What follows belongs to an exercise in optimizing a design on an open flow for a short achievable clock period and few clock cycles; a production flow would make more cautious choices. In this exercise RTL edits were held to simulation tests only and were not proved equivalent to the original. Power and IR drop assume default switching activity.

==> flow/design.v (outline; a module is shown in full before it is edited, if it fits) <==
// module gcif_mixh: 9 lines
// module gcif_csm_c1: 311 lines
// module gcif_csm_c2: 322 lines
// module gcif_csm_c3: 316 lines
// module gcif_csm_c4: 362 lines
// module gcif_csm_c4i: 271 lines
// module gcif_br: 538 lines
// module gcif_lensel: 18 lines
// module gcif_reqsel: 15 lines
// module gcif_rdysel: 20 lines
module gcif_br #(
    parameter [31:0] HEAD_MAGIC = 32'h11223344,
    parameter [31:0] HEAD_SEED  = 32'h00000001,
    parameter [31:0] DATA_SEED  = 32'h00000002
) (
    input  wire        clk,
    input  wire        rst,
    input  wire        cmd_valid,
    output wire        cmd_ready,
    input  wire [39:0] cmd_data,
    output reg         rsp_valid,
    output reg  [39:0] rsp_data,
    output reg         mem_req,
    output wire [29:0] mem_addr,
    input  wire        mem_ready,
    input  wire [31:0] mem_rdata,
    output wire [31:0] tbl_id,
    output wire [15:0] tbl_code,
    input  wire [15:0] tbl_sym,
    input  wire [4:0]  tbl_len
);
  // ...
==> flow/flow/run.sh <==
#!/bin/bash
set -euo pipefail

PLATFORM_DONT_USE="sky130_fd_sc_hd__probe_p_8 sky130_fd_sc_hd__probec_p_8 sky130_fd_sc_hd__lpflow_bleeder_1 sky130_fd_sc_hd__lpflow_clkbufkapwr_1 sky130_fd_sc_hd__lpflow_clkbufkapwr_16 sky130_fd_sc_hd__lpflow_clkbufkapwr_2 sky130_fd_sc_hd__lpflow_clkbufkapwr_4 sky130_fd_sc_hd__lpflow_clkbufkapwr_8 sky130_fd_sc_hd__lpflow_clkinvkapwr_1 sky130_fd_sc_hd__lpflow_clkinvkapwr_16 sky130_fd_sc_hd__lpflow_clkinvkapwr_2 sky130_fd_sc_hd__lpflow_clkinvkapwr_4 sky130_fd_sc_hd__lpflow_clkinvkapwr_8 sky130_fd_sc_hd__lpflow_decapkapwr_12 sky130_fd_sc_hd__lpflow_decapkapwr_3 sky130_fd_sc_hd__lpflow_decapkapwr_4 sky130_fd_sc_hd__lpflow_decapkapwr_6 sky130_fd_sc_hd__lpflow_decapkapwr_8 sky130_fd_sc_hd__lpflow_inputiso0n_1 sky130_fd_sc_hd__lpflow_inputiso0p_1 sky130_fd_sc_hd__lpflow_inputiso1n_1 sky130_fd_sc_hd__lpflow_inputiso1p_1 sky130_fd_sc_hd__lpflow_inputisolatch_1 sky130_fd_sc_hd__lpflow_isobufsrc_1 sky130_fd_sc_hd__lpflow_isobufsrc_16 sky130_fd_sc_hd__lpflow_isobufsrc_2 sky130_fd_sc_hd__lpflow_isobufsrc_4 sky130_fd_sc_hd__lpflow_isobufsrc_8 sky130_fd_sc_hd__lpflow_isobufsrckapwr_16 sky130_fd_sc_hd__lpflow_lsbuf_lh_hl_isowell_tap_1 sky130_fd_sc_hd__lpflow_lsbuf_lh_hl_isowell_tap_2 sky130_fd_sc_hd__lpflow_lsbuf_lh_hl_isowell_tap_4 sky130_fd_sc_hd__lpflow_lsbuf_lh_isowell_4 sky130_fd_sc_hd__lpflow_lsbuf_lh_isowell_tap_1 sky130_fd_sc_hd__lpflow_lsbuf_lh_isowell_tap_2 sky130_fd_sc_hd__lpflow_lsbuf_lh_isowell_tap_4"
DELAY_CELLS="sky130_fd_sc_hd__clkdlybuf4s15_1 sky130_fd_sc_hd__clkdlybuf4s15_2 sky130_fd_sc_hd__clkdlybuf4s18_1 sky130_fd_sc_hd__clkdlybuf4s18_2 sky130_fd_sc_hd__clkdlybuf4s25_1 sky130_fd_sc_hd__clkdlybuf4s25_2 sky130_fd_sc_hd__clkdlybuf4s50_1 sky130_fd_sc_hd__clkdlybuf4s50_2 sky130_fd_sc_hd__dlygate4sd1_1 sky130_fd_sc_hd__dlygate4sd2_1 sky130_fd_sc_hd__dlygate4sd3_1 sky130_fd_sc_hd__dlymetal6s2s_1 sky130_fd_sc_hd__dlymetal6s4s_1 sky130_fd_sc_hd__dlymetal6s6s_1"

bash standard.sh synth > synth.log 2>&1
bash standard.sh \
  DONT_USE_CELLS="$PLATFORM_DONT_USE $DELAY_CELLS" \
  BUFFER_PORTS_ARGS="-buffer_cell sky130_fd_sc_hd__buf_4" \
  finish > layout.log 2>&1
==> flow/standard.sh <==
#!/bin/bash
# synth_recipe.tcl (not shown) runs the flow's synth.tcl, then flattens the netlist and writes it again
# the make line also repeats each setting of config.mk as NAME=value (left out here)
make -C /OpenROAD-flow-scripts/flow DESIGN_CONFIG=/design/flow/config.mk WORK_HOME=/design/flow/orfs CLKGATE_MAP_FILE= SYNTH_SCRIPT=/design/flow/synth_recipe.tcl "${@:-finish}"
==> flow/config.mk <==
export PLATFORM = sky130hd
export DESIGN_NAME = gcif_br
export DESIGN_NICKNAME = gcif_br
export VERILOG_FILES = /design/flow/design.v
export SDC_FILE = /design/flow/constraint.sdc
export NUM_CORES = 4
export LEC_CHECK = 0
export CAP_MARGIN = 80
export CORE_MARGIN = 2
export CORE_UTILIZATION = 40
export SLEW_MARGIN = 80
export SYNTH_HIERARCHICAL = 1
export SYNTH_MINIMUM_KEEP_SIZE = 0
==> flow/constraint.sdc <==
create_clock -name core_clock -period 20.0 [get_ports {clk}]
set_input_delay 4.0000 -clock core_clock [delete_from_list [all_inputs] [get_ports {clk}]]
set_output_delay 4.0000 -clock core_clock [all_outputs]
set_load 0.01 [all_outputs]
==> run_results.csv, run 1 <==
group,metric,value,unit
status,outcome,"complete, no violations",
grt,grt.met3_usage,3.863,%
min_path,whs_path_depth,1,
synthesis,ys.flop_type,"edfxtp_1",
grt,busiest_layer,"met2",
clocking,clk_latency,0.97,ns
power_and_ir_drop,p_leak,56.07,nW
cells_and_area,final_area,0.1402,mm2
cells_and_area,seq_area_share,34.04,%
synthesis,syn_inst,10350,
clocking,post_cts_resized,0,
sta,holdWs,0.3706,ns
min_path,worstHoldStart,"r1_v",
synthesis,yosysTopAreaCellShare,26.84,%
sta,rsz0062_at_grt,"no",
grt,use_met2,40.17,%
clocking,cts_htree_levels,4,
routing,wl_met3,24.40,mm
clocking,cts_setup_buffers,0,
routing,viasPerCell,5.499,
power_and_ir_drop,top_power_group,"combinational logic",
power_and_ir_drop,p_clk_share,19.6,%
clocking,cts_tree,"done",
setup_path,crit_buf_inv,2,
cells_and_area,inverters,1156,
synthesis,ys_types,113,
routing,wl_met1,150.2,mm
power_and_ir_drop,p_sw,0.008773,W
min_path,hold_end,"r2_v",
grt,antenna_found_initial,21,
setup_path,cp_top_family,"flip-flops",
synthesis,synth_edf_count,1038,
cells_and_area,reg_top3,"kf: 256 flops, wf: 256 flops, sbq: 64 flops",
Testbench counts, summed over its fixed seeds: cycles 14,355.
==> module gcif_br, before the edit <==
module gcif_br #(
    parameter [31:0] HEAD_MAGIC = 32'h11223344,
    parameter [31:0] HEAD_SEED  = 32'h00000001,
    parameter [31:0] DATA_SEED  = 32'h00000002
) (
    input  wire        clk,
    input  wire        rst,
    input  wire        cmd_valid,
    output wire        cmd_ready,
    input  wire [39:0] cmd_data,
    output reg         rsp_valid,
    output reg  [39:0] rsp_data,
    output reg         mem_req,
    output wire [29:0] mem_addr,
    input  wire        mem_ready,
    input  wire [31:0] mem_rdata,
    output wire [31:0] tbl_id,
    output wire [15:0] tbl_code,
    input  wire [15:0] tbl_sym,
    input  wire [4:0]  tbl_len
);
    localparam [7:0] OP_INIT       = 8'h01;
    localparam [7:0] OP_PEEK       = 8'h02;
    localparam [7:0] OP_EAT        = 8'h03;
    localparam [7:0] OP_NEXTSYM    = 8'h04;
    localparam [7:0] OP_BODY_FINAL = 8'h05;
    localparam [7:0] OP_GET_WIDTH  = 8'h10;
    localparam [7:0] OP_GET_HEIGHT = 8'h11;
    localparam [7:0] OP_GET_EOF    = 8'h12;
    localparam [7:0] OP_GET_DHASH  = 8'h13;
    localparam [7:0] OP_GET_HHASH  = 8'h14;
    localparam [7:0] OP_GET_WCOUNT = 8'h15;
    localparam [7:0] OP_GET_MODE   = 8'h16;
    localparam [7:0] OP_GET_ERROR  = 8'h17;
    localparam [1:0] MODE_UNINIT = 2'd0;
    localparam [1:0] MODE_READY  = 2'd1;
    localparam [1:0] MODE_FAILED = 2'd2;
    localparam [7:0] ERR_BAD_HEADER = 8'd2;
    localparam integer WFMAX = 6;    
    localparam integer KFD   = 8;    
    localparam integer F_INIT = 0, F_PEEK = 1, F_EAT = 2, F_NSYM = 3, F_BF = 4,
                       F_STRM = 5, F_TWS = 6;
    function [6:0] dec;
        input [39:0] c;
        begin
            dec = 7'd0;
            dec[F_INIT] = (c[39:32] == OP_INIT);
            dec[F_PEEK] = (c[39:32] == OP_PEEK);
            dec[F_EAT]  = (c[39:32] == OP_EAT);
            dec[F_NSYM] = (c[39:32] == OP_NEXTSYM);
            dec[F_BF]   = (c[39:32] == OP_BODY_FINAL);
            dec[F_STRM] = (c[39:32] == OP_PEEK) | (c[39:32] == OP_EAT) |
                          (c[39:32] == OP_NEXTSYM);
            dec[F_TWS]  = (c[31:4] == 28'd0);         
        end
    endfunction
    function [31:0] xs16;
        input [31:0] x;
        xs16 = x ^ (x >> 16);
    endfunction
    function [31:0] xs13;
        input [31:0] x;
        xs13 = x ^ (x >> 13);
    endfunction
    function [31:0] xs13inv;
        input [31:0] y;
        xs13inv = y ^ (y >> 13) ^ (y >> 26);
    endfunction
    function cs_eq;
        input [31:0] a, b, r;
        reg [31:0] s, c;
        begin
            s = a ^ b ^ r;
            c = (a & b) | ((a | b) & ~r);
            cs_eq = (s == {c[30:0], 1'b0});
        end
    endfunction
    reg        rst_r;         
    reg        e_v, s_v;
    reg [39:0] e_cmd, s_cmd;
    reg [6:0]  e_fl, s_fl;
    reg        e_rs;          
    reg        cmd_ready_r;
    reg [31:0] tid;           
    reg [1:0]  mode;
    reg [7:0]  last_err;
    reg [5:0]  bl;            
    reg [5:0]  ll;            
    reg [29:0] words_left;
    reg [29:0] word_count;
    reg        eof;
    reg [31:0] bh;            
    reg [15:0] width;
    reg [15:0] height;
    reg [31:0] data_hash;
    reg [31:0] head_hash;
    reg [63:0] sbq;           
    reg [4:0]  cq;            
    reg [15:0] tc;            
    reg [6:0]  sv;            
    reg [29:0] app_rem;       
    reg        all_app;       
    reg [31:0] wf [0:7];
    reg [2:0]  wf_wp, wf_rp;
    reg [3:0]  wf_cnt;
    reg        fetch_en;
    reg [29:0] fetch_addr;
    reg [29:0] tw_r;          
    reg [2:0]  hdr_cnt;       
    reg        hdr_done;      
    reg [4:0]  kcred;         
    reg        rs_d;          
    reg        c_v,  ma_v,  m1_v,  ka_v,  k_v;
    reg [2:0]  c_t,  ma_t,  m1_t,  ka_t,  k_t;     
    reg [31:0] c_w,  ma_a,  ma_b,  m1,    ka_a,  ka_b,  kk;
    reg [31:0] kf [0:KFD-1];
    reg [2:0]  kf_wp, kf_rp;
    reg [3:0]  kf_cnt;
    reg [31:0] kx;            
    reg        kx_v;
    reg [5:0]  pend;          
    reg        magic_ok;
    reg [31:0] hw1, hw2, hw3;
    reg        hw3_v;
    reg [31:0] hh;
    reg        hh3_v;         
    reg        ist;           
    reg [29:0] init_wc;
    reg [31:0] r1_a, r1_b, r2;
    reg        r1_v, r2_v;
    reg        lhs_v;         
    reg        i_done, i_ok;
    reg [31:0] fx, f1_a, f1_b, f1, f2_a, f2_b;
    reg        fx_v, f1_v, fr_v, f2_v;
    reg        bst;           
    wire [63:0] sb    = sbq << cq;
    wire [7:0]  op  = e_cmd[39:32];
    wire [31:0] arg = e_cmd[31:0];
    wire [4:0]  n   = e_cmd[4:0];
    wire is_init = e_fl[F_INIT];
    wire is_peek = e_fl[F_PEEK];
    wire is_eat  = e_fl[F_EAT];
    wire is_nsym = e_fl[F_NSYM];
    wire is_bf   = e_fl[F_BF];
    wire is_strm = e_fl[F_STRM];
    wire tw_shrt = e_fl[F_TWS];
    wire mode_rdy   = (mode == MODE_READY);
    wire data_short = ~(sv[6] | sv[5] | sv[4]) & ~all_app;
    wire strm_wait  = mode_rdy & data_short;
    wire init_start = e_v & is_init & ~ist;
    wire init_done  = e_v & is_init & ist & i_done;
    wire bf_launch  = e_v & is_bf & ~bst & (pend == 6'd0);
    wire fire = e_v & (is_strm ? ~strm_wait :
                       is_init ? ((~ist & tw_shrt) | (ist & i_done)) :
                       is_bf   ? f2_v :
                                 1'b1);
    assign cmd_ready = cmd_ready_r;
    wire [6:0] dec_in  = dec(cmd_data);
    wire hs      = cmd_valid & cmd_ready_r;
    wire hs_init = hs & dec_in[F_INIT];
    wire e_take  = ~e_v | fire;
    wire restart = init_start;
    wire rs_go   = ~tw_shrt;
    wire [5:0] need   = is_nsym ? 6'd16 : {1'b0, n};
    wire       refill = (is_peek | is_nsym) & (bl < need);
    wire [6:0] tot    = {1'b0, bl} + {1'b0, ll};
    wire       br_a   = tot[6] | tot[5];
    wire       wl_nz  = (words_left != 30'd0);
    wire       pull   = fire & is_strm & refill & ~br_a & wl_nz;
    wire [5:0] bl1    = refill ? ((br_a | wl_nz) ? 6'd32 : tot[5:0]) : bl;
    wire [5:0] ll1    = refill ? (br_a ? tot[5:0] - 6'd32 : (wl_nz ? tot[5:0] : 6'd0)) : ll;
    wire       eof1   = refill & ~br_a & ~wl_nz & (tot == 7'd0);
    wire       strm_go = e_v & is_strm & ~strm_wait;
    wire       nsym_go = strm_go & is_nsym;
    wire [5:0] eat_amt = ({1'b0, n} < bl) ? {1'b0, n} : bl;
    wire [4:0] eat_c   = (strm_go & is_eat) ? eat_amt[4:0] : 5'd0;
    wire        app     = (sv <= 7'd32) & (wf_cnt != 4'd0);
    wire [31:0] wf_hd   = wf[wf_rp];
    wire [63:0] sb_a    = app ? (sb | ({wf_hd, 32'd0} >> sv)) : sb;
    wire [6:0]  sv_a    = app ? sv + 7'd32 : sv;
    wire [4:0]  cons    = nsym_go ? tbl_len : eat_c;
    wire [7:0]  sv_de   = {1'b0, sv_a} - {3'b0, eat_c};
    wire [6:0]  sv_e    = rs_d ? 7'd0 : (sv_de[7] ? 7'd0 : sv_de[6:0]);
    wire [31:0] sb_te   = sb_a[63:32] << eat_c;
    wire [5:0]  bl_e    = init_start ? 6'd0 :
                          ~strm_go   ? bl :
                          is_eat     ? bl - eat_amt : bl1;
    wire [16*7-1:0]  sv_cand;
    wire [16*6-1:0]  bl_cand;
    wire [16*16-1:0] tc_cand;
    genvar g;
    generate
        for (g = 0; g < 16; g = g + 1) begin : g_len
            wire [4:0]  k   = (g == 0) ? 5'd16 : g;
            wire [7:0]  svd = {1'b0, sv_a} - {3'b0, k};
            wire [6:0]  bld = {1'b0, bl1} - {2'b0, k};
            wire [31:0] sh  = sb_a[63:32] << k;
            assign sv_cand[g*7 +: 7]   = svd[7] ? 7'd0 : svd[6:0];
            assign bl_cand[g*6 +: 6]   = bld[6] ? 6'd0 : bld[5:0];
            assign tc_cand[g*16 +: 16] = sh[31:16];
        end
    endgenerate
    wire [6:0]  sv_n;
    wire [5:0]  bl_n;
    wire [15:0] tc_n;
    gcif_lensel u_lensel (
        .len(tbl_len), .go(nsym_go),
        .sv_cand(sv_cand), .bl_cand(bl_cand), .tc_cand(tc_cand),
        .sv_e(sv_e), .bl_e(bl_e), .tc_e(sb_te[31:16]),
        .sv_n(sv_n), .bl_n(bl_n), .tc_n(tc_n)
    );
    wire [15:0] peek_data = tc >> (5'd16 - n);           
    wire [31:0] ma_a_n, ma_b_n, ka_a_n, ka_b_n;
    gcif_csm_c1 u_m1 (.x(c_w), .a(ma_a_n), .b(ma_b_n));
    gcif_csm_c2 u_m2 (.x({m1[16:0], m1[31:17]}), .a(ka_a_n), .b(ka_b_n));
    wire [31:0] hh_y;
    gcif_mixh u_hmix (.h((k_t[1:0] == 2'd0) ? HEAD_SEED : hh), .k(kk), .y(hh_y));
    wire        hh_step = k_v & k_t[2] & (k_t[1:0] != 2'd3);
    wire        hh_last = hh_step & (k_t[1:0] == 2'd2);
    wire        kx_use  = kx_v & (pend != 6'd0);
    wire        kf_pop  = (~kx_v | kx_use) & (kf_cnt != 4'd0);
    wire [31:0] bh_y;
    gcif_mixh u_bmix (.h(bh), .k(kx), .y(bh_y));
    wire [31:0] f1_a_n, f1_b_n, f2_a_n, f2_b_n;
    gcif_csm_c3 u_f1 (.x(fx), .a(f1_a_n), .b(f1_b_n));
    gcif_csm_c4 u_f2 (.x(xs13(f1)), .a(f2_a_n), .b(f2_b_n));
    wire [31:0] fin_y = xs16(f2_a + f2_b);
    wire [31:0] r1_a_n, r1_b_n;
    gcif_csm_c4i u_r1 (.x(xs16(hw3)), .a(r1_a_n), .b(r1_b_n));
    wire acc = mem_req & mem_ready;
    assign mem_addr = fetch_addr;
    assign tbl_id   = tid;
    assign tbl_code = tc;
    wire [3:0] wfc_0   = wf_cnt - {3'd0, app};
    wire [4:0] kcr_0   = kcred - {4'd0, kx_use};
    wire       room_0  = (wfc_0 < WFMAX) & (kcr_0 < KFD);
    wire       room_1  = (wfc_0 < WFMAX - 1) & (kcr_0 < KFD - 1);
    wire       hdr_1   = hdr_done | (hdr_cnt == 3'd3);    
    wire       lt_0    = (fetch_addr < tw_r);
    wire       lt_1    = ({1'b0, fetch_addr} + 31'd1 < {1'b0, tw_r});
    wire       req_0   = fetch_en & lt_0 & (~hdr_done | room_0);
    wire       req_1   = fetch_en & lt_1 & (~hdr_1 | (hdr_done ? room_1 : room_0));
    wire       acc_body = acc & hdr_done;
    wire       e_v_n  = e_take ? (s_v | hs) : 1'b1;
    wire       s_v_n  = ~e_take & (s_v | hs);
    wire       e_rs_n = ~e_take & (e_rs | init_start);
    wire       dshort_n = (sv_a < 7'd32) & ~all_app;
    wire       hdr_ok_n = (e_rs | init_start) & ~restart & (hdr_done | (acc & (hdr_cnt == 3'd3)));
    wire       rdy_a  = ~((s_fl[F_STRM] & dshort_n) | s_fl[F_INIT]);
    wire       rdy_b  = ~((e_fl[F_STRM] & dshort_n) | (e_fl[F_INIT] & ~hdr_ok_n));
    wire req_stop = restart ? ~rs_go : ((init_start & tw_shrt) | (init_done & ~i_ok));
    wire mem_req_d, rdy_d;
    gcif_reqsel u_reqsel (
        .mem_ready(mem_ready), .cmd_valid(cmd_valid), .op(cmd_data[39:32]),
        .mreq(mem_req), .rdy(cmd_ready_r), .req_1(req_1), .req_0(req_0),
        .f1(restart & rs_go), .f0(rst | rst_r | req_stop), .d(mem_req_d)
    );
    gcif_rdysel u_rdysel (
        .cmd_valid(cmd_valid), .op(cmd_data[39:32]), .rdy(cmd_ready_r),
        .e_take(e_take), .s_v(s_v), .a(rdy_a), .b(rdy_b), .dsh(dshort_n),
        .rst(rst), .rst_r(rst_r), .d(rdy_d)
    );
    always @(posedge clk) begin
        rst_r       <= rst;
        cmd_ready_r <= rdy_d;
        mem_req     <= mem_req_d;
        rsp_valid   <= ~rst & ~rst_r & fire;
    end
    always @(posedge clk) begin
        if (e_take) begin
            e_cmd <= s_v ? s_cmd : cmd_data;
            e_fl  <= s_v ? s_fl  : dec_in;
        end
        if (~e_take & ~s_v) begin
            s_cmd <= cmd_data;
            s_fl  <= dec_in;
        end
        if (fire) begin
            if (is_init)
                rsp_data <= (~ist | ~i_ok) ? {ERR_BAD_HEADER, 32'd0} : 40'd0;
            else if (is_nsym)
                rsp_data <= {24'd0, tbl_sym};
            else if (is_peek)
                rsp_data <= {24'd0, peek_data};
            else if (is_bf)
                rsp_data <= {8'd0, fin_y};
            else begin
                case (op)
                    OP_GET_WIDTH:  rsp_data <= {24'd0, width};
                    OP_GET_HEIGHT: rsp_data <= {24'd0, height};
                    OP_GET_EOF:    rsp_data <= {39'd0, eof};
                    OP_GET_DHASH:  rsp_data <= {8'd0, data_hash};
                    OP_GET_HHASH:  rsp_data <= {8'd0, head_hash};
                    OP_GET_WCOUNT: rsp_data <= {10'd0, word_count};
                    OP_GET_MODE:   rsp_data <= {38'd0, mode};
                    OP_GET_ERROR:  rsp_data <= {32'd0, last_err};
                    default:       rsp_data <= 40'd0;
                endcase
            end
        end
        tc <= tc_n;
        wf[wf_wp] <= mem_rdata;
        c_w <= mem_rdata;
        ma_a <= ma_a_n;
        ma_b <= ma_b_n;
        m1   <= ma_a + ma_b;
        ka_a <= ka_a_n;
        ka_b <= ka_b_n;
        kk   <= ka_a + ka_b;
        if (k_v & ~k_t[2]) kf[kf_wp] <= kk;
        if (kf_pop) kx <= kf[kf_rp];
        if (c_v & c_t[2]) begin
            case (c_t[1:0])
                2'd0: magic_ok <= (c_w == HEAD_MAGIC);
                2'd1: hw1 <= c_w;
                2'd2: hw2 <= c_w;
                default: hw3 <= c_w;
            endcase
        end
        if (hh_step) hh <= hh_y;
        r1_a <= r1_a_n;
        r1_b <= r1_b_n;
        r2   <= xs13inv(r1_a + r1_b);
        if (ist & lhs_v & r2_v & ~i_done)
            i_ok <= magic_ok & cs_eq(f1_a, f1_b, r2);
        if (hh_last)
            fx <= xs16(hh_y ^ 32'd4);
        else if (bf_launch)
            fx <= xs16(bh ^ arg);
        if (fx_v) begin
            f1_a <= f1_a_n;
            f1_b <= f1_b_n;
        end
        if (f1_v) f1 <= f1_a + f1_b;
        if (fr_v) begin
            f2_a <= f2_a_n;
            f2_b <= f2_b_n;
        end
        if (init_start) init_wc <= arg[31:2] - 30'd4;
    end
    always @(posedge clk) begin
        if (rst_r) begin
            e_v         <= 1'b0;
            s_v         <= 1'b0;
            e_rs        <= 1'b0;
            tid         <= 32'd0;
            mode        <= MODE_UNINIT;
            last_err    <= 8'd0;
            bl          <= 6'd0;
            ll          <= 6'd0;
            words_left  <= 30'd0;
            word_count  <= 30'd0;
            eof         <= 1'b0;
            bh          <= 32'd0;
            width       <= 16'd0;
            height      <= 16'd0;
            data_hash   <= 32'd0;
            head_hash   <= 32'd0;
            sbq         <= 64'd0;
            cq          <= 5'd0;
            sv          <= 7'd0;
            app_rem     <= 30'd0;
            all_app     <= 1'b1;
            wf_wp       <= 3'd0;
            wf_rp       <= 3'd0;
            wf_cnt      <= 4'd0;
            fetch_en    <= 1'b0;
            fetch_addr  <= 30'd0;
            tw_r        <= 30'd0;
            hdr_cnt     <= 3'd4;
            hdr_done    <= 1'b1;
            kcred       <= 5'd0;
            rs_d        <= 1'b0;
            c_v         <= 1'b0;
            ma_v        <= 1'b0;
            m1_v        <= 1'b0;
            ka_v        <= 1'b0;
            k_v         <= 1'b0;
            kf_wp       <= 3'd0;
            kf_rp       <= 3'd0;
            kf_cnt      <= 4'd0;
            kx_v        <= 1'b0;
            pend        <= 6'd0;
            hw3_v       <= 1'b0;
            hh3_v       <= 1'b0;
            ist         <= 1'b0;
            r1_v        <= 1'b0;
            r2_v        <= 1'b0;
            lhs_v       <= 1'b0;
            i_done      <= 1'b0;
            fx_v        <= 1'b0;
            f1_v        <= 1'b0;
            fr_v        <= 1'b0;
            f2_v        <= 1'b0;
            bst         <= 1'b0;
        end else begin
            e_v  <= e_v_n;
            s_v  <= s_v_n;
            e_rs <= e_rs_n;
            if (e_take) tid <= s_v ? s_cmd[31:0] : cmd_data[31:0];
            bl <= bl_n;
            if (strm_go & ~is_eat) begin
                ll <= ll1;
                if (eof1) eof <= 1'b1;
            end
            if (pull) words_left <= words_left - 30'd1;
            sbq <= sb_a;
            cq  <= cons;
            sv  <= sv_n;
            if (app) begin
                wf_rp   <= wf_rp + 3'd1;
                app_rem <= app_rem - 30'd1;
                all_app <= (app_rem == 30'd1);
            end
            if (acc_body) wf_wp <= wf_wp + 3'd1;
            wf_cnt <= wfc_0 + {3'd0, acc_body};
            kcred  <= kcr_0 + {4'd0, acc_body};
            if (acc) begin
                fetch_addr <= fetch_addr + 30'd1;
                if (~hdr_done) hdr_cnt <= hdr_cnt + 3'd1;
                if (hdr_cnt == 3'd3) hdr_done <= 1'b1;
            end
            if (hs_init) fetch_en <= 1'b0;
            c_v  <= acc & ~restart;
            c_t  <= {~hdr_done, hdr_cnt[1:0]};
            ma_v <= c_v;
            ma_t <= c_t;
            m1_v <= ma_v;
            m1_t <= ma_t;
            ka_v <= m1_v;
            ka_t <= m1_t;
            k_v  <= ka_v;
            k_t  <= ka_t;
            if (c_v & c_t[2] & (c_t[1:0] == 2'd3)) hw3_v <= 1'b1;
            hh3_v <= hh_last;
            if (k_v & ~k_t[2]) kf_wp <= kf_wp + 3'd1;
            kf_cnt <= kf_cnt + {3'd0, k_v & ~k_t[2]} - {3'd0, kf_pop};
            if (kf_pop) begin
                kf_rp <= kf_rp + 3'd1;
                kx_v  <= 1'b1;
            end else if (kx_use) begin
                kx_v  <= 1'b0;
            end
            if (kx_use) bh <= bh_y;
            pend <= pend + {5'd0, pull} - {5'd0, kx_use};
            r1_v <= hw3_v;
            r2_v <= r1_v;
            if (hh3_v) lhs_v <= 1'b1;
            if (ist & lhs_v & r2_v) i_done <= 1'b1;
            fx_v <= hh_last | bf_launch;
            f1_v <= fx_v & bst;
            fr_v <= f1_v;
            if (fr_v) f2_v <= 1'b1;
            if (bf_launch) bst <= 1'b1;
            if (fire & is_bf) begin
                bst  <= 1'b0;
                f2_v <= 1'b0;
            end
            if (init_start) begin
                mode       <= MODE_UNINIT;
                last_err   <= 8'd0;
                ll         <= 6'd0;
                words_left <= 30'd0;
                word_count <= 30'd0;
                eof        <= 1'b0;
                bh         <= 32'd0;
                width      <= 16'd0;
                height     <= 16'd0;
                data_hash  <= 32'd0;
                head_hash  <= 32'd0;
                app_rem    <= arg[31:2] - 30'd4;
                all_app    <= (arg[31:2] == 30'd4);
                if (tw_shrt) begin
                    mode     <= MODE_FAILED;
                    last_err <= ERR_BAD_HEADER;
                    fetch_en <= 1'b0;
                    app_rem  <= 30'd0;
                    all_app  <= 1'b1;
                end else begin
                    ist <= 1'b1;
                end
            end
            if (init_done) begin
                ist    <= 1'b0;
                i_done <= 1'b0;
                lhs_v  <= 1'b0;
                if (i_ok) begin
                    mode       <= MODE_READY;
                    words_left <= init_wc;
                    word_count <= init_wc;
                    bh         <= DATA_SEED;
                    width      <= hw1[31:16];
                    height     <= hw1[15:0];
                    data_hash  <= hw2;
                    head_hash  <= hw3;
                end else begin
                    mode     <= MODE_FAILED;
                    last_err <= ERR_BAD_HEADER;
                    fetch_en <= 1'b0;
                end
            end
            rs_d <= restart;
            if (restart) begin
                fetch_addr <= 30'd0;
                tw_r       <= arg[31:2];
                hdr_cnt    <= 3'd0;
                hdr_done   <= 1'b0;
                fetch_en   <= rs_go;
            end
            if (rs_d) begin
                sbq    <= 64'd0;
                cq     <= 5'd0;
                wf_wp  <= 3'd0;
                wf_rp  <= 3'd0;
                wf_cnt <= 4'd0;
                kcred  <= 5'd0;
                ma_v   <= 1'b0;
                m1_v   <= 1'b0;
                ka_v   <= 1'b0;
                k_v    <= 1'b0;
                kf_wp  <= 3'd0;
                kf_rp  <= 3'd0;
                kf_cnt <= 4'd0;
                kx_v   <= 1'b0;
                pend   <= 6'd0;
                hw3_v  <= 1'b0;
                hh3_v  <= 1'b0;
                r1_v   <= 1'b0;
                r2_v   <= 1'b0;
                lhs_v  <= 1'b0;
                i_done <= 1'b0;
                fx_v   <= 1'b0;
                f1_v   <= 1'b0;
                fr_v   <= 1'b0;
            end
        end
    end
endmodule
==> run 2: changes to the inputs <==
--- a/flow/design.v
+++ b/flow/design.v
@@ -1632,7 +1632,7 @@
     localparam integer F_INIT = 0, F_PEEK = 1, F_EAT = 2, F_NSYM = 3, F_BF = 4,
-                       F_STRM = 5, F_TWS = 6;
-    function [6:0] dec;
+                       F_STRM = 5;
+    function [5:0] dec;
         input [39:0] c;
         begin
-            dec = 7'd0;
+            dec = 6'd0;
             dec[F_INIT] = (c[39:32] == OP_INIT);
@@ -1644,3 +1644,2 @@
                           (c[39:32] == OP_NEXTSYM);
-            dec[F_TWS]  = (c[31:4] == 28'd0);         
         end
@@ -1671,3 +1670,3 @@
     reg [39:0] e_cmd, s_cmd;
-    reg [6:0]  e_fl, s_fl;
+    reg [5:0]  e_fl, s_fl;
     reg        e_rs;          
@@ -1722,3 +1721,2 @@
     reg        lhs_v;         
-    reg        i_done, i_ok;
     reg [31:0] fx, f1_a, f1_b, f1, f2_a, f2_b;
@@ -1736,3 +1734,3 @@
     wire is_strm = e_fl[F_STRM];
-    wire tw_shrt = e_fl[F_TWS];
+    wire tw_shrt = (arg[31:4] == 28'd0);      
     wire mode_rdy   = (mode == MODE_READY);
@@ -1741,6 +1739,7 @@
     wire init_start = e_v & is_init & ~ist;
-    wire init_done  = e_v & is_init & ist & i_done;
+    wire init_done  = e_v & is_init & ist & lhs_v & r2_v;
+    wire i_ok;
     wire bf_launch  = e_v & is_bf & ~bst & (pend == 6'd0);
     wire fire = e_v & (is_strm ? ~strm_wait :
-                       is_init ? ((~ist & tw_shrt) | (ist & i_done)) :
+                       is_init ? ((~ist & tw_shrt) | (ist & lhs_v & r2_v)) :
                        is_bf   ? f2_v :
@@ -1748,3 +1747,3 @@
     assign cmd_ready = cmd_ready_r;
-    wire [6:0] dec_in  = dec(cmd_data);
+    wire [5:0] dec_in  = dec(cmd_data);
     wire hs      = cmd_valid & cmd_ready_r;
@@ -1815,3 +1814,6 @@
     wire [31:0] f1_a_n, f1_b_n, f2_a_n, f2_b_n;
+    wire [31:0] f1_a_b, f1_b_b;
     gcif_csm_c3 u_f1 (.x(fx), .a(f1_a_n), .b(f1_b_n));
+    gcif_csm_c3 u_f1b (.x(xs16(bh ^ arg)), .a(f1_a_b), .b(f1_b_b));
+    assign i_ok = magic_ok & cs_eq(f1_a, f1_b, r2);
     gcif_csm_c4 u_f2 (.x(xs13(f1)), .a(f2_a_n), .b(f2_b_n));
@@ -1914,9 +1916,8 @@
         r2   <= xs13inv(r1_a + r1_b);
-        if (ist & lhs_v & r2_v & ~i_done)
-            i_ok <= magic_ok & cs_eq(f1_a, f1_b, r2);
         if (hh_last)
             fx <= xs16(hh_y ^ 32'd4);
-        else if (bf_launch)
-            fx <= xs16(bh ^ arg);
-        if (fx_v) begin
+        if (bf_launch) begin
+            f1_a <= f1_a_b;
+            f1_b <= f1_b_b;
+        end else if (fx_v) begin
             f1_a <= f1_a_n;
@@ -1980,3 +1981,2 @@
             lhs_v       <= 1'b0;
-            i_done      <= 1'b0;
             fx_v        <= 1'b0;
@@ -2039,5 +2039,4 @@
             if (hh3_v) lhs_v <= 1'b1;
-            if (ist & lhs_v & r2_v) i_done <= 1'b1;
-            fx_v <= hh_last | bf_launch;
-            f1_v <= fx_v & bst;
+            fx_v <= hh_last;
+            f1_v <= bf_launch;
             fr_v <= f1_v;
@@ -2075,3 +2074,2 @@
                 ist    <= 1'b0;
-                i_done <= 1'b0;
                 lhs_v  <= 1'b0;
@@ -2121,3 +2119,2 @@
                 lhs_v  <= 1'b0;
-                i_done <= 1'b0;
                 fx_v   <= 1'b0;
--- a/flow/config.mk
+++ b/flow/config.mk
@@ -9,3 +9,3 @@
 export CORE_MARGIN = 2
-export CORE_UTILIZATION = 40
+export CORE_UTILIZATION = 60
 export SLEW_MARGIN = 80
==> run_results.csv, run 2 <==
group,metric,value,unit
clocking,clk_latency,0.90,ns
cells_and_area,reg_top3,"kf: 256 flops, wf: 256 flops, sbq: 64 flops",
floorplan,rows,164,
floorplan,coreArea,0.1997,mm2
cells_and_area,syn2layout_area_growth,17.14,%
grt,grt_max_degree,43,
synthesis,ys.flop_type,"edfxtp_1",
cells_and_area,final_cell_mix,"inv_1, edfxtp_1, fa_1, nor2_1, dfxtp_1",
min_path,hold_class,"register to register",
synthesis,synthTopCellsByArea,"edfxtp_1, fa_1, dfxtp_1, mux4_2, ha_1",
routing,ant_nets,0,
clocking,numCtsBuffers,191,
setup_path,crit_buf_inv,1,
power_and_ir_drop,p_leak,57.15,nW
min_path,whs_path_depth,1,
clocking,cts_htree_levels,4,
routing,num_vias,84460,
grt,grt.met3_usage,6.697,%
placement,gp_congestion,0.9799,
synthesis,yosysMostFrequentCell,"inv_1",
setup_path,cp_top_family,"flip-flops",
power_and_ir_drop,cellPowerDensity,159.7,mW/mm2
cells_and_area,fillers,14160,
sta,slew_viol_final,0,
setup_path,cp-end-kind,"primary output",
setup_path,cp_num_cells,1,
setup_path,ff2ff_path_depth,20,
floorplan,num_io_pins,218,
setup_path,crit_chain,"buf_4",
synthesis,ys_types,119,
synthesis,async_flop_share,0,%
floorplan,die_w,452.3,um
setup_path,critPathSlowestCell,"dfxtp_1",
routing,drt-initial-drc-count,8741,
placement,numPortBuffers,210,
sta,tns,0,ns
grt,busiest_layer,"met2",
status,outcome,"complete, no violations",
synthesis,yosysTopAreaCellShare,25.78,%
sta,finalSetupViolCount,0,
routing,post_drt_wl_per_cell,25.83,um
routing,drt-pass1-iter-count,9,
placement,hpwl,284.2,mm
clocking,cts-root-buf,"clkbuf_16",
sta,setup_ws,14.45,ns
cells_and_area,final_nets,12560,
clocking,cts.sinks,1844,
routing,routed_wl,360.3,mm
grt,antenna_found_initial,20,
setup_path,critPathMaxStageDelay,0.48,ns
grt,grt_pass1_wl,541.4,mm
synthesis,syn_inst,10590,
synthesis,seq_area_frac_synth,39.21,%
sta,finClkSkew,0.08292,ns
clocking,clock_path_buffers,3,
routing,drc,0,
synthesis,synth-seq-cells,1844,
synthesis,ys_top_cells_by_count,"inv_1, edfxtp_1, fa_1",
grt,use_met2,54.46,%
grt,use_met1,49.76,%
floorplan,fp.dieH,452.3,um
grt,gr-total-overflow,0,
cells_and_area,drive_above_1_share,27.42,%
placement,dp_worst_setup_slack,13.67,ns
job,cap_violations,0,
setup_path,required,16.00,ns
synthesis,synth_edf_count,1035,
sta,holdWs,0.3987,ns
clocking,cts_tree,"done",
synthesis,synth_area,0.1206,mm2
sta,rsz0062_at_grt,"no",
routing,viasPerCell,6.055,
synthesis,yosysWarnings,7,
setup_path,arrival,1.55,ns
synthesis,yosys.area.top_type,"edfxtp_1",
setup_path,criticalPathCategory,"register to primary output",
sta,fin_crit_sh,27.73,%
setup_path,start_kind,"register",
clocking,post_cts_resized,0,
sta,fmax,0.1803,GHz
clocking,postCtsHoldBufs,0,
grt,track_usage,35.31,%
clocking,cts.clk_slew.worst_paths,0.06,ns
clocking,cts_setup_buffers,0,
setup_path,cp_max_fo,6,
floorplan,die-area,0.2046,mm2
grt,grt_pass1_vias,85140,
sta,min_period,5.546,ns
sta,timing.final.hold_violations,0,
synthesis,syn_avg_cell_area,11.39,um2
power_and_ir_drop,ir_drop,0.6335,mV
floorplan,start_util,60.39,%
cells_and_area,final_common_cell,"inv_1",
==> run 2: layer usage <==
layer  vias up  wire [um]
met5         -         42
met4         6      15970
met3       727      31270
met2      3862     165400
met1     42720     147600
li1      37140          -
==> run 2: final timing paths <==
check / from / end / slack [ns]
min reg2reg: hw2[7] / data_hash[7] / 0.40
max reg2reg: words_left[15] / bl[5] / 14.49
max: fetch_addr[20] / mem_addr[20] / 14.45
min: hw2[7] / data_hash[7] / 0.40
==> run 2: final cells by class <==
cell class | count | area [um2] | share of cell area, %
antenna | 8 | 20.02 | 0.01417
clock buffer | 264 | 5299 | 3.752
clock inverter | 99 | 1333 | 0.9434
inverter | 1277 | 4932 | 3.492
multi-input combinational | 6707 | 70270 | 49.75
sequential | 1844 | 47670 | 33.75
tap | 2656 | 3323 | 2.353
timing repair buffer | 1094 | 8388 | 5.939
==> run 2: modules after synthesis (local to each module, per instance) <==
module	flops+latches	cells inside	area [um2]	copies in the design
gcif_csm_c1	0	392	4172	1
gcif_csm_c4	0	419	4446	1
gcif_csm_c4i	0	346	3670	1
gcif_csm_c2	0	385	4237	1
gcif_rdysel	0	10	91.34	1
gcif_mixh	0	320	2377	2
gcif_lensel	0	280	4081	1
gcif_reqsel	0	7	56.30	1
gcif_csm_c3	0	347	3720	2
gcif_br	1844	7412	87630	1
==> run 2: cell families after synthesis <==
kind of cell | Yosys count | share of synthesized area (%)
compound gates | 1633 | 9.182
buf+inv | 2084 | 8.016
other cells | 11 | 0.03424
mux | 831 | 10.94
fa+ha+maj | 1348 | 19.27
flops | 1844 | 39.21
simple gates | 2098 | 7.906
xor+xnor | 736 | 5.445
==> run 2: per-stage QoR <==
| stage | util (%) | instance area [um2] | instances | total power [W] |
|---|---|---|---|---|
| 6_report | 70.74 | 141200 | 13950 | 0.02255 |
| 5_1_grt | 70.74 | 141200 | 13950 | 0.02422 |
| 4_1_cts | 70.00 | 139800 | 13900 | 0.02225 |
| 3_5_place_dp | 66.68 | 133100 | 13540 | 0.01842 |
| 3_3_place_gp | 60.91 | 121600 | 12830 | 0.01702 |
| 2_1_floorplan | - | 120800 | 10640 | 0.01599 |
==> run 2: report_power, final <==
part           switching, W  internal (W)
clock network       0.00160       0.00212
registers          0.000583       0.00478
logic               0.00771       0.00575
Testbench counts of run 2, summed over its fixed seeds: cycles 14,274.
==> run 3: changes to the inputs <==
--- a/flow/design.v
+++ b/flow/design.v
@@ -1688,2 +1688,3 @@
     reg [4:0]  cq;            
+    reg [4:0]  cq2;           
     reg [15:0] tc;            
@@ -1724,3 +1725,5 @@
     reg        bst;           
-    wire [63:0] sb    = sbq << cq;
+    wire [63:0] sb_hi = sbq << cq;
+    wire [63:0] sb_lo = sbq << cq2;
+    wire [63:0] sb    = {sb_hi[63:32], sb_lo[31:0]};
     wire [7:0]  op  = e_cmd[39:32];
@@ -1757,3 +1760,3 @@
     wire       br_a   = tot[6] | tot[5];
-    wire       wl_nz  = (words_left != 30'd0);
+    reg        wl_nz;         
     wire       pull   = fire & is_strm & refill & ~br_a & wl_nz;
@@ -1952,2 +1955,4 @@
             cq          <= 5'd0;
+            cq2         <= 5'd0;
+            wl_nz       <= 1'b0;
             sv          <= 7'd0;
@@ -1996,5 +2001,9 @@
             end
-            if (pull) words_left <= words_left - 30'd1;
+            if (pull) begin
+                words_left <= words_left - 30'd1;
+                wl_nz      <= (words_left != 30'd1);
+            end
             sbq <= sb_a;
             cq  <= cons;
+            cq2 <= cons;
             sv  <= sv_n;
@@ -2053,2 +2062,3 @@
                 words_left <= 30'd0;
+                wl_nz      <= 1'b0;
                 word_count <= 30'd0;
@@ -2078,2 +2088,3 @@
                     words_left <= init_wc;
+                    wl_nz      <= (init_wc != 30'd0);
                     word_count <= init_wc;
==> run_results.csv, run 3 <==
group,metric,value,unit
status,outcome,"complete, no violations",
sta,min_period,5.569,ns
job,cap_violations,0,
routing,post_drt_wl_per_cell,27.70,um
placement,hpwl,316.4,mm
clocking,postCtsHoldBufs,0,
clocking,cts.clk_slew.worst_paths,0.06,ns
setup_path,critPathMaxStageDelay,0.50,ns
routing,ant_nets,0,
setup_path,ff2ff_path_depth,19,
sta,finalSetupViolCount,0,
power_and_ir_drop,cellPowerDensity,159.0,mW/mm2
clocking,cts_htree_levels,4,
synthesis,ys_top_cells_by_count,"inv_1, edfxtp_1, fa_1",
sta,rsz0062_at_grt,"no",
floorplan,coreArea,0.2023,mm2
routing,drt-pass1-iter-count,6,
synthesis,synth-seq-cells,1850,
floorplan,die-area,0.2074,mm2
min_path,hold_class,"register to register",
sta,tns,0,ns
clocking,cts_setup_buffers,0,
grt,antenna_found_initial,26,
grt,grt_max_degree,43,
routing,viasPerCell,6.233,
synthesis,synth-compound-area-share,10.56,%
setup_path,criticalPathCategory,"register to primary output",
setup_path,critPathSlowestCell,"edfxtp_1",
synthesis,yosys.area.top_type,"edfxtp_1",
setup_path,arrival,1.57,ns
cells_and_area,drive_above_1_share,28.04,%
synthesis,ys.flop_type,"edfxtp_1",
placement,dp.cells,13990,
clocking,cts-root-buf,"clkbuf_16",
setup_path,required,16.00,ns
synthesis,synth_top_family_by_area,"adder cells",
clocking,clk_latency,0.88,ns
clocking,cts.sinks,1850,
cells_and_area,final_area,0.1443,mm2
synthesis,synthAdderAreaFrac,19.02,%
placement,numPortBuffers,210,
setup_path,cp-end-kind,"primary output",
synthesis,yosysTopAreaCellShare,25.42,%
synthesis,syn_avg_cell_area,11.15,um2
cells_and_area,final_cell_mix,"inv_1, edfxtp_1, fa_1, nand2_1, nor2_1",
power_and_ir_drop,ir_drop,0.2265,mV
min_path,hold_end,"m1_t[1]",
cells_and_area,utilization,71.33,%
synthesis,async_flop_share,0,%
grt,track_usage,38.14,%
floorplan,fp.dieH,455.4,um
setup_path,r2r-end,"tc[11]",
routing,routed_wl,399.1,mm
min_path,whs_path_depth,0,
clocking,cts_tree,"done",
floorplan,die_w,455.4,um
min_path,worstHoldStart,"ma_t[1]",
synthesis,yosysWarnings,7,
floorplan,rows,165,
synthesis,synth_edf_count,1035,
routing,num_vias,89830,
cells_and_area,final_common_cell,"inv_1",
setup_path,crit_buf_inv,1,
synthesis,ys_types,114,
placement,placed_area,0.1360,mm2
sta,slew_viol_final,0,
synthesis,synthTopCellsByArea,"edfxtp_1, fa_1, dfxtp_1, mux4_2, ha_1",
power_and_ir_drop,p_leak,58.17,nW
clocking,clock_path_buffers,3,
synthesis,syn_inst,10960,
routing,drt-initial-drc-count,10410,
sta,fmax,0.1796,GHz
synthesis,yosysMostFrequentCell,"inv_1",
cells_and_area,reg_top3,"kf: 256 flops, wf: 256 flops, sbq: 64 flops",
setup_path,r2r_setup_slack,14.67,ns
cells_and_area,final_nets,13010,
cells_and_area,syn2layout_area_growth,18.02,%
cells_and_area,instances_no_fill,14410,
synthesis,seq_area_frac_synth,38.76,%
synthesis,synth_xor_area_share,5.431,%
setup_path,start_kind,"register",
routing,drc,0,
clocking,post_cts_resized,0,
clocking,numCtsBuffers,190,
setup_path,cp_top_family,"flip-flops",
setup_path,cp_max_fo,1,
sta,finClkSkew,0.06529,ns
placement,gp_congestion,1.026,
floorplan,num_io_pins,218,
grt,grt_pass1_wl,589.3,mm
sta,fin_crit_sh,27.84,%
synthesis,yosys.area_share.simple,8.327,%
grt,grt_pass1_vias,90040,
floorplan,start_util,60.43,%
setup_path,cp_num_cells,1,
setup_path,crit_chain,"buf_4",
synthesis,muxShareOfSynthArea,9.823,%
grt,gr-total-overflow,0,
sta,timing.final.hold_violations,0,
synthesis,synth_area,0.1223,mm2
==> run 3: kinds of logic (layout without fill, tap and decap cells) <==
logic type	after synthesis	count (layout)
adder cells (fa/ha/maj)	1349	1349
flip-flops	1850	1850
multiplexers	783	783
other	11	71
AO/OA/AOI/OAI	1878	1878
AND/OR/NAND/NOR	2208	2208
XOR/XNOR	743	743
buffers and inverters	2139	2857
==> run 3: per-stage QoR <==
step	total power (W)	worst slack [ns]	hold WS, ns
floorplan	0.01605	13.71	0.4003
global placement	0.01730	13.09	0.4123
detailed placement	0.01872	13.87	0.4086
CTS	0.02254	14.39	0.4224
global route	0.02454	14.39	0.4344
finish	0.02294	14.43	0.4221
==> run 3: metal layers <==
metal  vias up  global-route usage [%]  part of all wire, %
met4        18                   15.97                  5.0
met2      4908                   58.08                   45
li1      38760                       -                    -
met5         -                       0                0.029
met1     45150                   52.96                   40
met3       989                   8.636                   10
==> run 3: cell type report <==
cell class	count	area, um2
well taps	2672	3343
inverters	1297	4982
multi-input cells	7022	72340
fillers	14090	58010
diodes	10	25.02
clock inverters	116	1394
flip-flops and latches	1850	47800
repair buffers	1201	9214
clock buffers	243	5205
==> run 3: power breakdown <==
| group | switching [W] | total [W] | internal (W) | leakage (nW) |
|---|---|---|---|---|
| registers | 0.000572 | 0.00536 | 0.00479 | 16.3 |
| logic | 0.00802 | 0.0138 | 0.00583 | 38.7 |
| clock network | 0.00163 | 0.00374 | 0.00211 | 3.18 |
==> run 3: Yosys stat by module, one instance, submodules excluded, a selection <==
module        times used  cell area, um2  flops+latches
gcif_reqsel            1           56.30              0
gcif_rdysel            1           91.34              0
gcif_csm_c2            1            4237              0
gcif_csm_c4            1            4446              0
gcif_csm_c4i           1            3670              0
gcif_mixh              2            2384              0
gcif_csm_c1            1            4172              0
gcif_br                1           89310           1850
==> run 3: worst max path at each step <==
stage                             start      endpoint  slack [ns]
after floorplan                   sv[1]         sv[6]       13.71
after global placement            sv[2]         sv[4]       13.09
after detailed placement     tbl_len[2]         bl[4]       13.87
after CTS                 fetch_addr[4]   mem_addr[4]       14.39
after global routing      fetch_addr[3]   mem_addr[3]       14.39
final                      rsp_data[15]  rsp_data[15]       14.43
Testbench counts of run 3, summed over its fixed seeds: cycles 14,274.
==> run 4: changes to the inputs <==
--- a/flow/design.v
+++ b/flow/design.v
@@ -1698,2 +1698,3 @@
     reg [29:0] fetch_addr;
+    reg [29:0] maddr;         
     reg [29:0] tw_r;          
@@ -1774,4 +1775,2 @@
     wire [4:0]  cons    = nsym_go ? tbl_len : eat_c;
-    wire [7:0]  sv_de   = {1'b0, sv_a} - {3'b0, eat_c};
-    wire [6:0]  sv_e    = rs_d ? 7'd0 : (sv_de[7] ? 7'd0 : sv_de[6:0]);
     wire [31:0] sb_te   = sb_a[63:32] << eat_c;
@@ -1795,2 +1794,4 @@
     endgenerate
+    wire [6:0]  sv_ec = (eat_c == 5'd0) ? sv_a : sv_cand[eat_c[3:0]*7 +: 7];
+    wire [6:0]  sv_e  = rs_d ? 7'd0 : sv_ec;
     wire [6:0]  sv_n;
@@ -1804,3 +1805,3 @@
     );
-    wire [15:0] peek_data = tc >> (5'd16 - n);           
+    wire [15:0] peek_data = sb[63:48] >> (5'd16 - n);
     wire [31:0] ma_a_n, ma_b_n, ka_a_n, ka_b_n;
@@ -1826,3 +1827,3 @@
     wire acc = mem_req & mem_ready;
-    assign mem_addr = fetch_addr;
+    assign mem_addr = maddr;
     assign tbl_id   = tid;
@@ -1897,2 +1898,6 @@
         tc <= tc_n;
+        if (restart)
+            maddr <= 30'd0;
+        else if (acc)
+            maddr <= fetch_addr + 30'd1;
         wf[wf_wp] <= mem_rdata;
==> run_results.csv, run 4 <==
group,metric,value,unit
synthesis,yosysTopAreaCellShare,25.05,%
floorplan,die-area,0.2104,mm2
sta,timing.final.hold_violations,0,
floorplan,fp.dieH,458.7,um
sta,slew_viol_final,0,
setup_path,required,20.75,ns
routing,drt-pass1-iter-count,9,
grt,gr-total-overflow,0,
routing,routed_wl,413.9,mm
sta,tns,0,ns
placement,placed_area,0.1382,mm2
clocking,cts.clk_slew.worst_paths,0.06,ns
clocking,cts_setup_buffers,0,
setup_path,cp_max_fo,20,
floorplan,coreArea,0.2050,mm2
grt,antenna_found_initial,24,
grt,grt_pass1_wl,611.6,mm
min_path,worstHoldStart,"ka_t[2]",
clocking,cts-root-buf,"clkbuf_16",
setup_path,start_kind,"register",
synthesis,ys.flop_type,"edfxtp_1",
routing,viasPerCell,6.279,
synthesis,synth_area,0.1241,mm2
clocking,post_cts_resized,0,
routing,drt-initial-drc-count,10730,
floorplan,num_io_pins,218,
cells_and_area,fillers,14280,
clocking,cts_tree,"done",
power_and_ir_drop,power,0.02320,W
clocking,cts_htree_levels,4,
sta,finClkSkew,0.04110,ns
synthesis,syn_inst,11270,
sta,fmax,0.1604,GHz
sta,holdWs,0.4191,ns
cells_and_area,final_nets,13400,
sta,min_period,6.233,ns
routing,drc,0,
sta,finalSetupViolCount,0,
grt,track_usage,39.33,%
synthesis,syn_avg_cell_area,11.01,um2
synthesis,async_flop_share,0,%
setup_path,cp-end-kind,"register",
cells_and_area,reg_top3,"kf: 256 flops, wf: 256 flops, sbq: 64 flops",
setup_path,critPathMaxStageDelay,0.51,ns
clocking,numCtsBuffers,197,
synthesis,ys_top_cells_by_count,"inv_1, edfxtp_1, fa_1",
placement,hpwl,326.8,mm
floorplan,die_w,458.7,um
floorplan,rows,166,
synthesis,yosysMostFrequentCell,"inv_1",
setup_path,arrival,6.98,ns
cells_and_area,syn2layout_area_growth,18.43,%
setup_path,critPathSlowestCell,"or4_1",
synthesis,yosysWarnings,7,
power_and_ir_drop,cellPowerDensity,157.9,mW/mm2
cells_and_area,drive_above_1_share,27.49,%
status,outcome,"complete, no violations",
min_path,hold_class,"register to register",
synthesis,synthTopCellsByArea,"edfxtp_1, fa_1, dfxtp_1, mux4_2, ha_1",
synthesis,synth-seq-cells,1880,
placement,gp_congestion,1.037,
clocking,postCtsHoldBufs,0,
routing,ant_nets,0,
synthesis,synth_edf_count,1035,
cells_and_area,final_cell_mix,"inv_1, edfxtp_1, fa_1, nand2_1, nor2_1",
synthesis,ys_types,112,
grt,grt_pass1_vias,93270,
grt,grt_max_degree,48,
synthesis,seq_area_frac_synth,38.69,%
cells_and_area,final_area,0.1469,mm2
synthesis,yosys.area.top_type,"edfxtp_1",
routing,num_vias,93140,
routing,post_drt_wl_per_cell,27.91,um
clocking,clk_latency,0.89,ns
power_and_ir_drop,ir_drop,0.2519,mV
power_and_ir_drop,p_leak,59.28,nW
floorplan,start_util,60.51,%
cells_and_area,final_common_cell,"inv_1",
sta,rsz0062_at_grt,"no",
sta,fin_crit_sh,31.16,%
placement,numPortBuffers,210,
setup_path,criticalPathCategory,"register to register",
clocking,clock_path_buffers,3,
job,cap_violations,0,
clocking,cts.sinks,1880,
## run 4: cell count changes in the layout (fill, tap and decap cells not counted), sizes merged, moves of 20 or more
cell,change
nor3,+20
clkbuf,+64
dfxtp,+30
nand2,+84
nor2,+105
xnor2,-28
mux2i,+30
a22oi,+36
a211oi,-34
a21oi,+65
o21ai,+34
buf,+73
## run 4: power breakdown
group          switching, W  total, W  leakage (nW)  internal (W)
registers          0.000586   0.00543          16.5       0.00484
logic               0.00812    0.0139          39.4       0.00578
clock network       0.00164   0.00386          3.37       0.00222
total                0.0103    0.0232          59.3        0.0129
## run 4: per-layer routing
| metal | vias to the layer above | wire [um] | track usage, % |
|---|---|---|---|
| li1 | 40060 | - | - |
| met1 | 46370 | 160500 | 52.60 |
| met2 | 5485 | 185300 | 60.15 |
| met3 | 1220 | 41620 | 8.951 |
| met4 | 6 | 26460 | 20.65 |
| met5 | - | 37 | 0 |
## run 4: cell families (layout without fill, tap and decap cells)
family / after synthesis / count (layout) / share of synthesized area, %
AND/OR/NAND/NOR: 2401 / 2401 / 8.803
buffers and inverters: 2153 / 2963 / 8.038
AO/OA/AOI/OAI: 1961 / 1961 / 10.75
flip-flops: 1880 / 1880 / 38.69
adder cells (fa/ha/maj): 1342 / 1342 / 18.67
multiplexers: 796 / 796 / 9.766
XOR/XNOR: 726 / 726 / 5.255
other: 11 / 76 / 0.03328
## run 4: stage by stage
stage / cells / util [%] / worst slack (ns)
final: 14830 / 71.67 / 13.77
after global routing: 14820 / 71.65 / 13.58
after global placement: 13570 / 61.11 / 12.84
after floorplan: 11320 / - / 13.91
after detailed placement: 14390 / 67.39 / 13.96
after CTS: 14760 / 70.75 / 13.91
## run 4: path summary, 6_finish.rpt
check | end | slack, ns | cells past startpoint
setup / recovery | tc[6] | 13.77 | 29
hold / removal | k_t[2] | 0.42 | 0
setup reg to reg | tc[6] | 13.77 | 29
hold reg to reg | k_t[2] | 0.42 | 0
## run 4: per-module statistics from Yosys, one instance, submodules excluded, excerpt
module        cell area [um2]  flops+latches
gcif_br                 91090           1880
gcif_csm_c4              4446              0
gcif_csm_c1              4172              0
gcif_lensel              4081              0
gcif_csm_c3              3720              0
gcif_csm_c4i             3670              0
gcif_mixh                2384              0
gcif_rdysel             91.34              0
gcif_reqsel             56.30              0
## run 4: worst max-delay path: cells and delay by family, from the launching register on
kind / cells / cell delay [ns]
buf+inv: 15 / 2.71
simple gates: 4 / 0.95
mux: 3 / 0.81
compound gates: 7 / 1.18
flops: 1 / 0.41
## run 4: layout make-up
type / instances / area, um2 / area share (%)
antenna: 15 / 37.54 / 0.02555
clock buffer: 291 / 5831 / 3.969
clock inverter: 81 / 1056 / 0.7188
inverter: 1301 / 5020 / 3.417
multi-input combinational: 7287 / 73430 / 49.98
sequential: 1880 / 48380 / 32.93
tap: 2688 / 3363 / 2.289
timing repair buffer: 1290 / 9802 / 6.672
Testbench counts of run 4, summed over its fixed seeds: cycles 14,274.
==> run 5: changes to the inputs <==
--- a/flow/design.v
+++ b/flow/design.v
@@ -1896,2 +1896,4 @@
             end
+        end else begin
+            rsp_data <= 40'd0;          
         end
--- a/flow/flow/run.sh
+++ b/flow/flow/run.sh
@@ -10,2 +10,3 @@
   BUFFER_PORTS_ARGS="-buffer_cell sky130_fd_sc_hd__buf_4" \
+  PRE_RESIZE_TCL="$(pwd)/flow/upsize_out_flops.tcl" \
   finish > layout.log 2>&1
==> flow/flow/upsize_out_flops.tcl (new file) <==
# Run by the flow before the resize step (PRE_RESIZE_TCL). Every flip-flop
# that drives an output port, through the port's buffer, gets the strongest
# drive strength of its cell type (sky130_fd_sc_hd__dfxtp_4): these flops
# drive a long wire to the buffer at the die's edge. Only the drive strength
# changes; the resize and detailed placement steps that follow legalize the
# placement.
set block [ord::get_db_block]
set master4 [[ord::get_db] findMaster sky130_fd_sc_hd__dfxtp_4]
set n 0
foreach bterm [$block getBTerms] {
  if {[$bterm getIoType] != "OUTPUT"} { continue }
  set net [$bterm getNet]
  if {$net == "NULL"} { continue }
  foreach it [$net getITerms] {
    if {![$it isOutputSignal]} { continue }
    foreach bi [[$it getInst] getITerms] {
      if {![$bi isInputSignal]} { continue }
      set in_net [$bi getNet]
      if {$in_net == "NULL"} { continue }
      foreach d [$in_net getITerms] {
        if {![$d isOutputSignal]} { continue }
        set inst [$d getInst]
        if {[regexp {^sky130_fd_sc_hd__dfxtp_[12]$} [[$inst getMaster] getName]]} {
          $inst swapMaster $master4
          incr n
        }
      }
    }
  }
}
puts "upsize_out_flops: $n flip-flops driving output ports set to sky130_fd_sc_hd__dfxtp_4"
==> run_results.csv, run 5 <==
group,metric,value,unit
status,outcome,"complete, no violations",
synthesis,yosys.area.top_type,"edfxtp_1",
grt,gr-total-overflow,0,
setup_path,required,16.00,ns
min_path,whs_path_depth,0,
synthesis,synth_top_family_by_area,"adder cells",
grt,antenna_found_initial,26,
clocking,clk_latency,0.90,ns
clocking,postCtsHoldBufs,0,
floorplan,start_util,60.43,%
sta,rsz0062_at_grt,"no",
floorplan,die_w,458.4,um
grt,grt_pass1_vias,93090,
sta,finClkSkew,0.08153,ns
synthesis,muxShareOfSynthArea,10.16,%
sta,tns,0,ns
cells_and_area,final_cell_mix,"inv_1, edfxtp_1, fa_1, nand2_1, nor2_1",
cells_and_area,syn2layout_area_growth,19.85,%
power_and_ir_drop,ir_drop,0.2636,mV
clocking,cts.clk_slew.worst_paths,0.07,ns
sta,timing.final.hold_violations,0,
cells_and_area,final_common_cell,"inv_1",
placement,numPortBuffers,210,
power_and_ir_drop,p_leak,59.86,nW
power_and_ir_drop,p_int,0.01301,W
clocking,cts.sinks,1880,
setup_path,cp_top_family,"flip-flops",
synthesis,yosysMostFrequentCell,"inv_1",
setup_path,cp-end-kind,"primary output",
cells_and_area,final_nets,13330,
grt,track_usage,38.76,%
routing,ant_nets,0,
synthesis,yosys.area_share.simple,8.651,%
sta,fmax,0.1838,GHz
clocking,cts-root-buf,"clkbuf_16",
sta,finalSetupViolCount,0,
synthesis,synth_xor_area_share,5.381,%
clocking,post_cts_resized,0,
cells_and_area,reg_top3,"kf: 256 flops, wf: 256 flops, sbq: 64 flops",
power_and_ir_drop,p_comb_share,61.3,%
power_and_ir_drop,p_sw,0.01078,W
cells_and_area,fillers,13880,
grt,grt_pass1_wl,604.2,mm
setup_path,ff2ff_path_depth,17,
synthesis,yosysWarnings,7,
setup_path,critPathMaxStageDelay,0.42,ns
setup_path,arrival,1.44,ns
routing,viasPerCell,6.295,
min_path,hold_end,"m1_t[1]",
routing,post_drt_wl_per_cell,27.83,um
sta,slew_viol_final,0,
routing,routed_wl,410.8,mm
floorplan,num_io_pins,218,
synthesis,synthAdderAreaFrac,18.69,%
clocking,numCtsBuffers,195,
placement,dp.cells,14340,
min_path,hold_class,"register to register",
power_and_ir_drop,p_seq_share,22.6,%
synthesis,synth-compound-area-share,10.63,%
floorplan,fp.dieH,458.4,um
setup_path,critPathSlowestCell,"dfxtp_4",
routing,drc,0,
floorplan,die-area,0.2101,mm2
routing,num_vias,92930,
synthesis,async_flop_share,0,%
sta,min_period,5.441,ns
synthesis,synthTopCellsByArea,"edfxtp_1, dfxtp_1, fa_1, mux4_2, ha_1",
setup_path,cp_max_fo,1,
job,cap_violations,0,
routing,drt-pass1-iter-count,9,
setup_path,start_kind,"register",
synthesis,synth-seq-cells,1880,
power_and_ir_drop,switching_share,45.31,%
power_and_ir_drop,p_clk_share,16.1,%
synthesis,ys.flop_type,"edfxtp_1",
synthesis,seq_area_frac_synth,38.48,%
clocking,cts_setup_buffers,0,
setup_path,crit_buf_inv,1,
cells_and_area,instances_no_fill,14760,
placement,hpwl,324.3,mm
synthesis,ys_top_cells_by_count,"inv_1, edfxtp_1, dfxtp_1",
sta,fin_crit_sh,27.20,%
cells_and_area,drive_above_1_share,30.14,%
min_path,worstHoldStart,"ma_t[1]",
synthesis,syn_avg_cell_area,11.05,um2
synthesis,syn_inst,11210,
clocking,cts_tree,"done",
synthesis,ys_types,119,
placement,gp_congestion,1.014,
setup_path,r2r-end,"f1_a[31]",
setup_path,r2r-start,"e_cmd[27]",
synthesis,synth_area,0.1239,mm2
clocking,clock_path_buffers,3,
setup_path,criticalPathCategory,"register to primary output",
synthesis,yosysTopAreaCellShare,24.29,%
synthesis,synth_edf_count,1002,
floorplan,coreArea,0.2050,mm2
setup_path,r2r_setup_slack,14.62,ns
routing,drt-initial-drc-count,11470,
floorplan,rows,166,
setup_path,crit_chain,"buf_4",
power_and_ir_drop,cellPowerDensity,160.2,mW/mm2
clocking,cts_htree_levels,4,
grt,grt_max_degree,46,
run 5: cell types whose count changed in the layout (fill, tap and decap cells not counted), sizes merged, moves of 17 or more:
| cell | change |
|---|---|
| clkbuf | -55 |
| nand3 | -51 |
| nor3 | +45 |
| a22oi | -42 |
| nor2 | -37 |
| dfxtp | +33 |
| edfxtp | -33 |
| a222oi | -20 |
| mux4 | +20 |
| nand2 | -17 |
run 5: worst max-delay path by stage:
| stage | from | to | slack (ns) | depth (start not counted) |
|---|---|---|---|---|
| floorplan | e_cmd[6] | s_cmd[0] | 14.17 | 8 |
| global placement | tbl_len[2] | bl[3] | 12.95 | 6 |
| detailed placement | tbl_len[1] | sv[1] | 14.00 | 9 |
| CTS | mem_req | mem_req | 14.53 | 1 |
| global route | e_cmd[27] | f1_a[31] | 14.41 | 17 |
| finish | rsp_data[17] | rsp_data[17] | 14.56 | 1 |
run 5: cells by family after synthesis:
family / after synthesis
XOR/XNOR: 735
multiplexers: 815
AO/OA/AOI/OAI: 1950
flip-flops: 1880
adder cells (fa/ha/maj): 1342
AND/OR/NAND/NOR: 2340
other: 11
buffers and inverters: 2134
run 5: final cells by class:
class                   instances  area (um2)  share of cell area [%]
diodes                          9       22.52                 0.01517
clock buffers                 250        5351                   3.604
clock inverters               122        1476                  0.9944
inverters                    1286        4964                   3.343
multi-input cells            7243       75190                   50.64
flip-flops and latches       1880       48490                   32.66
well taps                    2688        3363                   2.265
repair buffers               1284        9622                   6.480
run 5: per-layer routing:
metal	vias up	track usage (%)	wire length, um
li1	39800	-	-
met1	46700	53.39	161300
met2	5392	59.62	186000
met3	1023	9.330	44450
met4	8	15.02	18950
met5	-	0.3215	122
run 5: power groups by stage:
| stage | Clock [W] | Sequential, W | Combinational, W |
|---|---|---|---|
| CTS | 0.00385 | 0.00535 | 0.0141 |
| global placement | 0 | 0.00541 | 0.0122 |
| finish | 0.00383 | 0.00538 | 0.0146 |
| detailed placement | 0 | 0.00543 | 0.0140 |
| global route | 0.00399 | 0.00541 | 0.0159 |
| floorplan | 0 | 0.00514 | 0.0110 |
run 5: metrics by stage:
stage / setup WS, ns / power (W) / hold slack [ns] / cell area, um2 / utilization, %
after floorplan: 14.17 / 0.01612 / 0.4003 / 124100 / -
after global placement: 12.95 / 0.01763 / 0.4013 / 125000 / 60.99
after detailed placement: 14.00 / 0.01941 / 0.4056 / 139700 / 68.13
after CTS: 14.53 / 0.02333 / 0.4204 / 146500 / 71.46
after global routing: 14.41 / 0.02528 / 0.4309 / 148500 / 72.42
final: 14.56 / 0.02379 / 0.4239 / 148500 / 72.43
run 5: modules after synthesis (local to each module, per instance), excerpt:
module	flops+latches	copies in the design	area (um2)	cells
gcif_csm_c1	0	1	4172	392
gcif_csm_c2	0	1	4237	385
gcif_csm_c3	0	2	3720	347
gcif_csm_c4	0	1	4446	419
gcif_csm_c4i	0	1	3670	346
gcif_lensel	0	1	4081	280
gcif_mixh	0	2	2384	319
gcif_rdysel	0	1	91.34	10
Testbench counts of run 5, summed over its fixed seeds: cycles 14,274.

-- afterwards: timing with drivers on the ports --
The results above use ideal ports. As a check the final layouts listed here were re-extracted and re-timed, cells and wires unchanged. Step 1 sets driving cells, clkbuf_16 on the clock port and buf_2 on the other inputs (assumed; they add their load-dependent delay and slew). Step 2, shift: input delay + t, output delay - t, t = (earliest + latest rising clock arrival at the registers) / 2. This alone moves slack from input paths to output paths. Three values: no drivers, after step 1, after step 2; two values: the first two.
run	t, ns	setup slack, ns	clock arrival spread, ns
run 1	0.987	14.299 / 14.211 / 13.488	0.144 / 0.144
run 2	0.956	14.454 / 14.359 / 13.644	0.087 / 0.087
run 3	0.939	14.431 / 14.339 / 13.778	0.068 / 0.068
run 4	0.966	13.767 / 13.767 / 13.767	0.045 / 0.045
run 5	0.954	14.559 / 14.464 / 13.966	0.089 / 0.089
After both steps setup and hold are still met in every run listed. For run 1, which loses most, drivers alone change the setup slack by -0.088 ns; drivers and shift together by -0.811 ns.
